What follows belongs to an exercise in optimizing a design on an open flow for small area, a short achievable clock period and few clock cycles per item; a production flow would make more cautious choices. Where RTL was checked, it was by simulation tests only, not by an equivalence proof against the original. No activity file was given, so power comes from the tool's default toggle rates.

Setup of oak:
## gsm7_septet
module gsm7_septet (
    input  wire        clk,
    input  wire        rst,           
    input  wire        cmd_valid,
    output wire        cmd_ready,
    input  wire [2:0]  cmd_op,
    input  wire [15:0] cmd_len,
    input  wire [7:0]  cmd_hdr_len,
    input  wire        in_valid,
    output wire        in_ready,
    input  wire [31:0] in_data,
    output wire        out_valid,
    input  wire        out_ready,
    output wire [7:0]  out_data,
    output wire        res_valid,
    input  wire        res_ready,
    output wire [7:0]  res_err,
    output wire [7:0]  res_count
);
    reg         busy;        
    reg         rv;          
    reg         m_pack;      
    reg         m_hdr;       
    reg         m_hex;       
    reg  [10:0] rem;         
    reg  [7:0]  cnt;         
    reg  [2:0]  hl;          
    reg  [14:0] acc;         
    reg  [3:0]  k;           
    reg         hexhi;       
    reg         skip;        
    reg  [4:0]  err;
    reg  [7:0]  ob;          
    reg         ov;          
    reg         olo;         
    wire len_big = (|cmd_len[15:11]) | (cmd_len[10] & (|cmd_len[9:0]));
    wire op_pack = (cmd_op == 3'd0);
    wire op_hdr  = (cmd_op == 3'd1);
    reg  [4:0] pf;
    always @* begin
        if (cmd_op[2] & cmd_op[1])                     pf = 5'h10;
        else if (len_big)                              pf = 5'h12;
        else if (cmd_op == 3'd5)                       pf = 5'h03;
        else if (op_pack & (|cmd_len[10:8]))           pf = 5'h19;
        else if (op_hdr & (cmd_hdr_len > 8'd6))        pf = 5'h17;
        else if (op_hdr & (cmd_len[10:0] > 11'd248))   pf = 5'h19;
        else                                           pf = 5'h00;
    end
    wire pf_any = |pf;
    wire [7:0] len_byte = cmd_len[7:0] + {5'd0, op_hdr, op_hdr, op_hdr};
    wire fault   = |err;
    wire pre     = m_hdr & (cnt < 8'd7);
    wire pre_hdr = pre & (cnt[2:0] < hl);
    wire pre_bit = pre & (cnt[2:0] == 3'd6);
    wire pre_zero = pre & ~pre_hdr & ~pre_bit;
    wire more    = |rem;
    wire en_el   = ~pre & more;
  ...
make LEC_CHECK=0 CAP_MARGIN=20 CORE_MARGIN=2 CORE_UTILIZATION=40 SETUP_SLACK_MARGIN=2 SLEW_MARGIN=20 finish   # period 7.0 ns
run.sh (not shown) runs the stock make flow with config.mk's settings and CLKGATE_MAP_FILE= SYNTH_SCRIPT=/design/flow/synth_recipe.tcl, a recipe that flattens the netlist after the stock synthesis.
Having completed the whole flow, oak delivered a layout that passed the timing, design-rule and antenna checks.
Modified inputs, pine compared to oak
Settings: a change of SETUP_SLACK_MARGIN from 2 to 3.5.
==> flow/flow/run.sh (new file) <==
#!/bin/bash
# Standard layout, with plain buffers (not delay cells) on the ports.
set -euo pipefail
export BUFFER_PORTS_ARGS="-buffer_cell sky130_fd_sc_hd__buf_2"
bash standard.sh > standard.log 2>&1
==> flow/standard.sh (new file) <==
#!/bin/bash
# synth_recipe.tcl (not shown) runs the flow's synth.tcl, then flattens the netlist and writes it again
# the make line also repeats each setting of config.mk as NAME=value (left out here)
make -C /OpenROAD-flow-scripts/flow DESIGN_CONFIG=/design/flow/config.mk WORK_HOME=/design/flow/orfs CLKGATE_MAP_FILE= SYNTH_SCRIPT=/design/flow/synth_recipe.tcl "${@:-finish}"
removed: flow/run.sh
Notes after the runs:
pine has more setup slack than oak.
Taking oak as the reference, in pine post-route cell area moved up, number of distinct library cell variants in the gate-level netlist after synthesis level.
Against oak, pine comes in 1 higher on count of clock-buffer cells in the layout.
Summary of pine over oak: worst-case setup slack after placement grew by 0.37 ns, fraction of final layout cells with drive strength greater than 1 grew by 22 points, endpoint required time on the critical path shrank by 1.39 ns.
> inputs changed (pine -> birch)
==> flow/run.sh (new file) <==
#!/bin/bash
# synth_recipe.tcl (not shown) runs the flow's synth.tcl, then flattens the netlist and writes it again
# the make line also repeats each setting of config.mk as NAME=value (left out here)
make -C /OpenROAD-flow-scripts/flow DESIGN_CONFIG=/design/flow/config.mk WORK_HOME=/design/flow/orfs CLKGATE_MAP_FILE= SYNTH_SCRIPT=/design/flow/synth_recipe.tcl finish
removed: flow/flow/run.sh
removed: flow/standard.sh
### Flow results
birch: PASS, flow complete, no timing, DRC or antenna violations
From pine to birch the numbers moved as follows: total stage count of the critical path higher, total setup violations reported at the end of the flow roughly the same, sequential share of layout area lower, utilization after layout higher.
The lower worst-case register-to-register setup slack of pine and birch is in birch.
Relative to pine, the final weighted congestion in routability-driven placement measured on birch has increased slightly.
> inputs changed (birch -> maple)
==> flow/flow/run.sh (new file) <==
#!/bin/bash
# Standard layout, with plain buffers (not delay cells) on the ports.
set -euo pipefail
export BUFFER_PORTS_ARGS="-buffer_cell sky130_fd_sc_hd__buf_1"
bash standard.sh > standard.log 2>&1
==> flow/standard.sh (new file) <==
#!/bin/bash
# synth_recipe.tcl (not shown) runs the flow's synth.tcl, then flattens the netlist and writes it again
# the make line also repeats each setting of config.mk as NAME=value (left out here)
make -C /OpenROAD-flow-scripts/flow DESIGN_CONFIG=/design/flow/config.mk WORK_HOME=/design/flow/orfs CLKGATE_MAP_FILE= SYNTH_SCRIPT=/design/flow/synth_recipe.tcl "${@:-finish}"
removed: flow/run.sh
## What came out
Having completed the whole flow, maple delivered a layout that passed the timing, design-rule and antenna checks. maple vs. birch: final cell area excluding filler cells shows a reduction of 760 um^2; half-perimeter wire length after placement shows a reduction of 430 um; routed via count shows a reduction of about 1%. The combinational cell fraction of total power number comes out higher for birch vs maple. Higher fraction of area in registers among birch and maple: maple. birch ended up with clkdlybuf4s50_1 as its commonest non-fill, non-tap cell in the layout; maple ended up with buf_1.
No run of this note included a check of the RTL's function; only the layout flow was run.

gsm7_septet, a different RTL version from the one above (not shown whole).
Size in the first run: about 600 cells after synthesis.
export LEC_CHECK = 0
export CAP_MARGIN = 20
export CORE_MARGIN = 2
export CORE_UTILIZATION = 75
export CTS_BUF_LIST = sky130_fd_sc_hd__clkbuf_8
export SETUP_SLACK_MARGIN = 4
export SLEW_MARGIN = 20
create_clock -name core_clock -period 7.0 [get_ports {clk}]
standard.sh (not shown) runs the stock make flow with config.mk's settings and CLKGATE_MAP_FILE= SYNTH_SCRIPT=/design/flow/synth_recipe.tcl, a recipe that flattens the netlist after the stock synthesis.
==> flow/flow/run.sh <==
#!/bin/bash
# Standard layout, with plain buffers (not delay cells) on the ports.
set -euo pipefail
export BUFFER_PORTS_ARGS="-buffer_cell sky130_fd_sc_hd__buf_1"
bash standard.sh > standard.log 2>&1
The baseline completed without violations.
Testbench counts at the start, summed over its fixed seeds: cycles 40,152, items 28,162.
Next try:
Settings changed: CORE_UTILIZATION 75 to 60.
The changed run ran to the end with no violations.
Cell count climbs by about 2.6%.
Critical path depth stays the same.
Setup slack gets better by 0.062 ns.
Design area climbs by about 0.45%.
Fmax climbs by 2.1%.
Synthesized area is unchanged.
Sequential share of layout area drops by 0.20 points.
Sequential power hardly moves.
First-iteration DRC count drops by 41%.
Next try:
Settings changed: CORE_UTILIZATION 60 to 40, CTS_BUF_LIST sky130_fd_sc_hd__clkbuf_8 to not set.
Effect:
- The new run completed without violations
- final area climbs by 4.7%
- global-route usage drops by 8.6 points
- wire length climbs by 2.9%
- die area climbs by 48%
- setup slack is worse by 0.090 ns
- non-clock buffer count climbs by 4
- core utilization drops by 22 points
- first-iteration DRC count climbs by 27%
- worst hold slack barely changes
- cell count climbs by 9.2%
- clock skew drops by 0.0036 ns

gsm7_septet, a different RTL version from the one above (not shown whole).
For scale: about 84 flip-flops, about 93 I/O pins, about 5400 um2 of cells after synthesis.
## gsm7_septet
module gsm7_septet (
    input  wire        clk,
    input  wire        rst,           
    input  wire        cmd_valid,
    output wire        cmd_ready,
    input  wire [2:0]  cmd_op,
    input  wire [15:0] cmd_len,
    input  wire [7:0]  cmd_hdr_len,
    input  wire        in_valid,
    output wire        in_ready,
    input  wire [31:0] in_data,
    output wire        out_valid,
    input  wire        out_ready,
    output wire [7:0]  out_data,
    output wire        res_valid,
    input  wire        res_ready,
    output wire [7:0]  res_err,
    output wire [7:0]  res_count
);
export LEC_CHECK = 0
export ABC_AREA = 1
export CAP_MARGIN = 20
export CORE_MARGIN = 2
export CORE_UTILIZATION = 60
export CTS_BUF_LIST = sky130_fd_sc_hd__clkbuf_8
export SETUP_SLACK_MARGIN = 4.5
export SLEW_MARGIN = 20
export TNS_END_PERCENT = 30
create_clock -name core_clock -period 7.0 [get_ports {clk}]
Scripts as last shown in full above: flow/flow/run.sh
Testbench counts at the start, summed over its fixed seeds: cycles 40,152, items 28,162.
Edit:
- SETUP_SLACK_MARGIN: 4.5 -> 4.3
- TNS_END_PERCENT: 30 -> not set
The changed run went through all stages and came out clean.
Total power falls by 7.8%.
Non-clock buffer count falls by 6.
First-iteration DRC count rises by 14%.
Edit:
- ABC_AREA: 1 -> not set
The new run passed the timing, design-rule and antenna checks. Setup slack got worse by 0.11 ns. Final area came out higher by 1.2%. Power increases by about 1.1%. Synthesized area climbs by about 1%. Register-to-register slack got worse by 0.14 ns. Sequential share of layout area shrinks by 0.32 points. First-iteration DRC count does not change. Routed wire length goes down by 2.3%.
Edit:
==> flow/flow/run.sh (replaced) <==
#!/bin/bash
# The standard layout (standard.sh: standard synthesis, floorplan, place,
# CTS, route), with one change: the port buffers that global placement inserts
# are plain sky130_fd_sc_hd__buf_1 cells instead of the delay cells
# buffer_ports picks by default. Every port still gets its buffer.
# The full output of the run goes to standard.log; ORFS keeps each step's log
# under orfs/logs/.
set -euo pipefail
export BUFFER_PORTS_ARGS="-buffer_cell sky130_fd_sc_hd__buf_1"
bash standard.sh > standard.log 2>&1
- ABC_AREA: not set -> 1
- SETUP_SLACK_MARGIN: 4.3 -> 4.5
What happened: Design area barely changes; maximum frequency climbs by 9.5%; worst setup slack improves by 0.23 ns; die area decreases by about 1%; routed wire length goes up by 2.5%.
Edit:
==> flow/flow/run.sh (replaced) <==
#!/bin/bash
# Standard layout, with plain buffers (not delay cells) on the ports.
set -euo pipefail
export BUFFER_PORTS_ARGS="-buffer_cell sky130_fd_sc_hd__buf_1"
bash standard.sh > standard.log 2>&1
- ABC_AREA: 1 -> not set
- CORE_UTILIZATION: 60 -> 50
- SETUP_SLACK_MARGIN: 4.5 -> 4.3
After rerunning:
- global-route usage went down by 3.8 points
- final area came out higher by 1.0%
- final cell count decreases by about 13%
- first-iteration DRC count decreases by about 20%
- die area goes up by about 20%
- total power is about the same
- synthesized cell count went down by 19%
- count of clock-buffer cells in the layout is lower by 1
- fmax shrinks by about 9%
- critical path depth went down by 3
- setup slack gets worse by 0.25 ns
Edit:
- ABC_AREA: not set -> 1
- CORE_UTILIZATION: 50 -> 70
- SETUP_SLACK_MARGIN: 4.3 -> 4.5
Effect: The changed run finished with timing, DRC and antenna clean. Final cell count grows by about 15%. Non-clock buffer count grows by 3. Total power shrinks by 2.1%. Critical path depth grows by 2. Synthesized area shrinks by about 1%. Global-route usage grows by 9.3 points. Via count grows by about 14%. Sequential power shrinks by about 0.7%.

Setup of north:
The RTL this note starts from:
==> flow/design.v <==
module gsm7_septet (
    input  wire        clk,
    input  wire        rst,           
    input  wire        cmd_valid,
    output wire        cmd_ready,
    input  wire [2:0]  cmd_op,
    input  wire [15:0] cmd_len,
    input  wire [7:0]  cmd_hdr_len,
    input  wire        in_valid,
    output wire        in_ready,
    input  wire [31:0] in_data,
    output wire        out_valid,
    input  wire        out_ready,
    output wire [7:0]  out_data,
    output wire        res_valid,
    input  wire        res_ready,
    output wire [7:0]  res_err,
    output wire [7:0]  res_count
);
    reg         busy;        
    reg         crdy;        
    reg         rv;          
    reg         irdy;        
    reg         fst;         
    reg         hbig;        
    reg         fbad;        
    reg         foth;        
    reg         lbig;        
    reg         m_pack;      
    reg         m_hex;       
    reg         pre;         
    reg         more;        
    reg  [10:0] rem;         
    reg  [7:0]  cnt;         
    reg  [2:0]  hl;          
    reg         hexhi;       
    reg         skip;        
    reg  [4:0]  err;
    reg         sv;          
    reg  [7:0]  sq;          
    reg         sbad;        
    reg  [1:0]  sc;          
    reg         slo;         
    reg  [14:0] acc;         
    reg  [3:0]  k;           
    reg  [7:0]  od;          
    reg  [3:0]  lo;          
    reg         ov;          
    reg         olo;         
    function automatic [7:0] hexc(input [3:0] d);
        reg g;
        begin
            g = d[3] & (d[2] | d[1]);                    
            hexc = {1'b0, g, ~g, ~g, ~g & d[3],
                    g ? (d[2] & (d[1] | d[0])) : d[2],
                    g ? ~(d[1] ^ d[0]) : d[1],
                    d[0] ^ g};
        end
    endfunction
    wire len_big = (|cmd_len[15:11]) | (cmd_len[10] & (|cmd_len[9:0]));
    wire op_pack = (cmd_op == 3'd0);
    wire op_hdr  = (cmd_op == 3'd1);
    wire hl_big  = (|cmd_hdr_len[7:3]) | (&cmd_hdr_len[2:0]);
    wire f1      = fbad | lbig | foth;
    wire r_248   = (|rem[10:8]) | ((&rem[7:3]) & (|rem[2:0]));
    wire p2      = fst & (f1 | (pre ? (hbig | r_248) : (m_pack & (|rem[10:8]))));
    wire [4:0] e2 = fbad ? 5'h10 : lbig ? 5'h12 : foth ? 5'h03 :
                    (pre & hbig) ? 5'h17 : 5'h19;
    wire c_pack  = op_pack | op_hdr;
    wire [7:0] len7     = cmd_len[7:0] + 8'd7;
    wire [7:0] len_byte = op_hdr ? len7 : cmd_len[7:0];
    wire hl_nz   = |hl;
    wire auto_st = pre & ~hl_nz;                     
    wire pre_bit = pre & cnt[2] & cnt[1];            
    wire move    = sv & (~k[3] | slo);               
    wire sfree   = ~sv | move;
    wire done_in = ~pre & ~more & ~sv;
    wire flt   = |err;                               
    assign in_ready = irdy;
    wire fire  = in_valid & irdy;
    wire st1   = auto_st ? (skip | sfree) : fire;    
    wire sload = st1 & ~skip;                        
    wire commit = ~pre & ~m_pack & (~m_hex | hexhi);  
    wire hi24  = |in_data[31:8];
    wire c_dig = (in_data[7:4] == 4'h3) & (in_data[3:0] <= 4'h9);
    wire c_let = ~in_data[7] & in_data[6] & (in_data[4:3] == 2'b00) &
                 (in_data[2:0] != 3'd0) & (in_data[2:0] != 3'd7);
    wire [3:0] hv = {in_data[3] | in_data[6],
                     in_data[2] ^ (in_data[6] & in_data[1] & in_data[0]),
                     in_data[1] ^ (in_data[6] & in_data[0]),
                     in_data[0] ^ in_data[6]};
    wire [7:0] sx = auto_st ? 8'd0 :
                    (~pre & m_hex) ? (hexhi ? {4'd0, hv} : {hv, 4'd0}) : in_data[7:0];
    wire bad = (~pre & m_hex) ? ~(~hi24 & (c_dig | c_let)) :
               (hi24 | (~pre & m_pack & in_data[7]));
    wire [1:0] sw = pre ? {pre_bit, 1'b0} :
                    m_pack ? 2'd1 :
                    (m_hex & ~hexhi) ? 2'd3 : 2'd0;
    reg        s_fault;
    reg  [4:0] s_err;
    always @* begin
        s_fault = sbad; s_err = 5'h13;
        if (m_pack) begin
            if (sc == 2'd1) s_err = 5'h18;
        end else if (m_hex) begin
            s_err = 5'h15;
            if ((sc == 2'd3) & ~sbad & ~more) begin s_fault = 1'b1; s_err = 5'h16; end
        end
    end
    wire        k7  = &k[2:0];
    wire [14:0] ins = {7'd0, sq} << k[2:0];
    wire [14:0] tot = acc | (move ? ins : 15'd0);
    wire [3:0]  kw  = (sc == 2'd0) ? {1'b1, k[2:0]} :
                      (sc == 2'd1) ? ({1'b0, k[2:0]} + 4'd7) :
                      (sc == 2'd2) ? ({1'b0, k[2:0]} + 4'd1) : {1'b0, k[2:0]};
    wire [3:0]  kt  = move ? kw : k;
    wire hi_on  = ov & m_pack & ~olo;                
    wire ofree  = ~ov | (out_ready & ~hi_on);
    wire av_go  = (sc == 2'd0) | ((sc == 2'd1) & (|k[2:0])) | (((sc == 2'd2) | ~m_pack) & k7);
    wire av_no  = k[3] | (m_pack ? (done_in & (|k[2:0])) : k7);
    wire avail  = move ? av_go : av_no;
    wire load   = ofree & avail;
    wire left   = k[3] | (m_pack ? (|k[2:0]) : k7);      
    assign out_valid = ov;
    assign out_data  = od;
    assign res_valid = rv;
    assign res_err   = {3'd0, err};
    assign res_count = cnt;                           
    assign cmd_ready = crdy;
    wire take = ~busy & cmd_valid;
    wire pre_n  = pre & ~((pre_bit & st1) | (auto_st & skip)) & ~p2;
    wire more_n = ((fire & ~pre) ? (rem != 11'd1) : more) & ~p2;
    wire hlnz_n = (fire & pre) ? (hl != 3'd1) : hl_nz;
    wire cap_n  = sload & commit & (cnt == 8'd158);
    wire skip_n = skip | cap_n | (move & ~flt & s_fault) | p2;
    wire sv_n   = sload | (sv & ~move);
    wire slo_n  = sload ? (m_hex & hexhi) : slo;
    wire k3_n   = load ? (~m_pack & (&kt)) : kt[3];
    wire room_n = skip_n | ~sv_n | ~k3_n | slo_n;
    wire need_n = pre_n ? hlnz_n : more_n;
    always @(posedge clk) begin
        if (rst) begin
            busy <= 1'b0;
            crdy <= 1'b1;
            rv   <= 1'b0;
            ov   <= 1'b0;
            irdy <= 1'b0;
        end else if (take) begin
            busy <= 1'b1;
            crdy <= 1'b0;
            irdy <= op_hdr ? (|cmd_hdr_len[2:0]) : (|cmd_len[10:0]);
        end else if (busy) begin
            irdy <= need_n & room_n;
            if (ov & out_ready & ~hi_on)
                ov <= 1'b0;
            if (load)
                ov <= 1'b1;
            if (!rv && done_in && !left && ofree)
                rv <= 1'b1;
            if (rv && res_ready) begin
                rv   <= 1'b0;
                busy <= 1'b0;
                crdy <= 1'b1;
                irdy <= 1'b0;
            end
        end
    end
    always @(posedge clk) begin
        if (!busy) begin
            pre    <= op_hdr;
            more   <= |cmd_len[10:0];
            sv     <= 1'b0;
            fst    <= 1'b1;
            hbig   <= hl_big;
            fbad   <= cmd_op[2] & cmd_op[1];
            foth   <= (cmd_op == 3'd5);
            lbig   <= len_big;
            m_pack <= c_pack;
            m_hex  <= (cmd_op == 3'd2);
            rem    <= cmd_len[10:0];
            cnt    <= 8'd0;
            hl     <= cmd_hdr_len[2:0];
            hexhi  <= 1'b0;
            skip   <= 1'b0;
            err    <= 5'h00;
            acc    <= {7'd0, len_byte & {8{c_pack}}};
            k      <= {c_pack, 3'd0};
        end else begin
            fst  <= 1'b0;
            if (p2) begin
                skip <= 1'b1;
                err  <= e2;
            end
            more <= more_n;
            pre  <= pre_n;
            if (sload)
                sv <= 1'b1;
            else if (move)
                sv <= 1'b0;
            if (fire & ~pre)
                rem <= rem - 11'd1;
            if (fire & pre) hl <= hl - 3'd1;
            if (m_hex & fire) hexhi <= ~hexhi;
            if (flt)
                cnt <= 8'd0;
            else if (pre ? (st1 & ~skip) : (sload & (m_pack | commit)))
                cnt <= cnt + ((~m_pack & (cnt[2:0] == 3'd6)) ? 8'd2 : 8'd1);
            if (cap_n)
                skip <= 1'b1;                           
            if (sfree) begin                            
                sq   <= sx;
                sbad <= ~auto_st & bad;
                sc  <= sw;
                slo <= m_hex & hexhi;
            end
            if (move & ~flt & s_fault) begin            
                skip <= 1'b1;
                err  <= s_err;
            end
            if (ov & out_ready & hi_on)
                olo <= 1'b1;
            if (load | (out_ready & hi_on))
                od  <= m_pack ? hexc(hi_on ? lo : tot[7:4]) : {1'b0, tot[6:0]};
            if (load) begin
                lo  <= tot[3:0];
                olo <= 1'b0;
                if (m_pack) begin
                    acc <= {8'd0, tot[14:8]};
                    k   <= kt[3] ? {1'b0, kt[2:0]} : 4'd0;
                end else begin
                    acc <= {7'd0, tot[14:7]};
                    k   <= kt - 4'd7;
                end
            end else begin
                acc <= tot;
                k   <= kt;
            end
        end
    end
endmodule
clock: 7.0 ns
lec_check: 0
abc_area: 1
cap_margin: 20
core_margin: 2
core_utilization: 60
cts_buf_list: sky130_fd_sc_hd__clkbuf_8
setup_slack_margin: 4.3
slew_margin: 20
==> flow/flow/run.sh <==
#!/bin/bash
# Standard layout, with plain buffers (not delay cells) on the ports.
set -euo pipefail
export BUFFER_PORTS_ARGS="-buffer_cell sky130_fd_sc_hd__buf_1"
bash standard.sh > standard.log 2>&1
Setup changes, north to south
Settings: ABC_AREA: 1 -> unset.
==> comparison <==
- The worst setup path startpoint comes out in_valid in one run and out_ready in the other, namely in north and south respectively.
- Taking north as the reference, in south layout overhead on the synthesized area went down 0.61 points, total routing usage reported by global routing now smaller, final RePlAce weighted congestion now sits lower.
Relative to south, the following input files were edited for east:
Settings: an added ABC_AREA of 1; a change of SETUP_SLACK_MARGIN from 4.3 to 4.5.
### Flow results
- Re clock skew: south was higher than east.
- south consumes more power than east.
- The met1 track demand over resource of east is lower than that of south.
Changes in west relative to east:
Settings: a deleted ABC_AREA that had been 1.
==> comparison <==
- Against east, west comes in 650 µm higher on wire length.
- east has a higher relative slew slack than west.
- Area share of xor/xnor cells in the synthesized design ended up 1.9 points higher on west than on east.
- Taking west over east, the number of instances in the synthesized netlist ratio works out to 0.844.
- The core of west is more densely filled than that of east.
- A capturing element of the worst setup path of acc[2] is what west shows, while cnt[4] belongs to east.
- In the reports for west and east, the larger actual slew at the worst max-slew pin belongs to west.
- Summary: with east as the reference, ratio of total power to cell area in west moved up by a few percent.
- east → west: clock skew after layout rose by 4.5 ps; total power draw now sits higher; area of combinational cells with multiple inputs increased by 490 µm² relative to the old numbers.
Function was not checked in any run of this note: the RTL went through the layout flow alone.

[static timing again, ports no longer ideal]
How much do the figures lean on ideal ports? The routed layouts below were timed once more, with nothing changed but the port constraints. Step 1 sets driving cells, clkbuf_16 on the clock port and buf_2 on the other inputs (assumed; they add their load-dependent delay and slew). Step 2 moves the port delays by t, midway between the first and last clock arrival at a register: inputs arrive t later, outputs are due t later. That takes back most of the time a late clock gives input paths. a / b / c = no drivers / after step 1 / after step 2; a / b = the first two.
run	t, ns	slack for setup (ns)	clock arrival spread, ns	worst register clock-pin slew, ns	cell pins on the clock port's net
oak	0.370	2.595 / 2.595 / 2.350	0.003 / 0.003	0.06 / 0.06	1
pine	0.371	3.430 / 3.390 / 3.188	0.011 / 0.011	0.06 / 0.06	1
birch	0.375	3.304 / 3.267 / 3.127	0.007 / 0.008	0.06 / 0.06	1
maple	0.371	3.449 / 3.411 / 3.194	0.009 / 0.009	0.05 / 0.05	1
the first run of note 2	0.389	3.965 / 3.959 / 3.570	0.009 / 0.009	0.09 / 0.09	1
the second run of note 2	0.383	4.027 / 4.014 / 3.631	0.013 / 0.013	0.09 / 0.09	1
the third run of note 2	0.377	3.938 / 3.937 / 3.560	0.009 / 0.009	0.06 / 0.06	1
the first run of note 3	0.410	4.583 / 4.565 / 4.188	0.015 / 0.015	0.11 / 0.11	1
the second run of note 3	0.393	4.494 / 4.503 / 4.110	0.022 / 0.022	0.10 / 0.10	1
the third run of note 3	0.388	4.380 / 4.394 / 4.006	0.017 / 0.017	0.10 / 0.10	1
the fourth run of note 3	0.393	4.608 / 4.596 / 4.226	0.012 / 0.012	0.09 / 0.09	1
the fifth run of note 3	0.399	4.362 / 4.374 / 3.975	0.008 / 0.009	0.09 / 0.09	1
the sixth run of note 3	0.395	4.569 / 4.578 / 4.183	0.010 / 0.010	0.10 / 0.10	1
north	0.395	4.489 / 4.501 / 4.106	0.011 / 0.012	0.10 / 0.10	1
south	0.391	4.408 / 4.421 / 4.030	0.022 / 0.022	0.10 / 0.10	1
east	0.396	4.614 / 4.587 / 4.230	0.013 / 0.013	0.10 / 0.10	1
west	0.392	4.490 / 4.475 / 4.083	0.019 / 0.019	0.10 / 0.10	1
After both steps setup and hold are still met in every run listed. The setup slack of west, which loses most, moves by -0.015 ns with the drivers and by -0.407 ns with both steps.
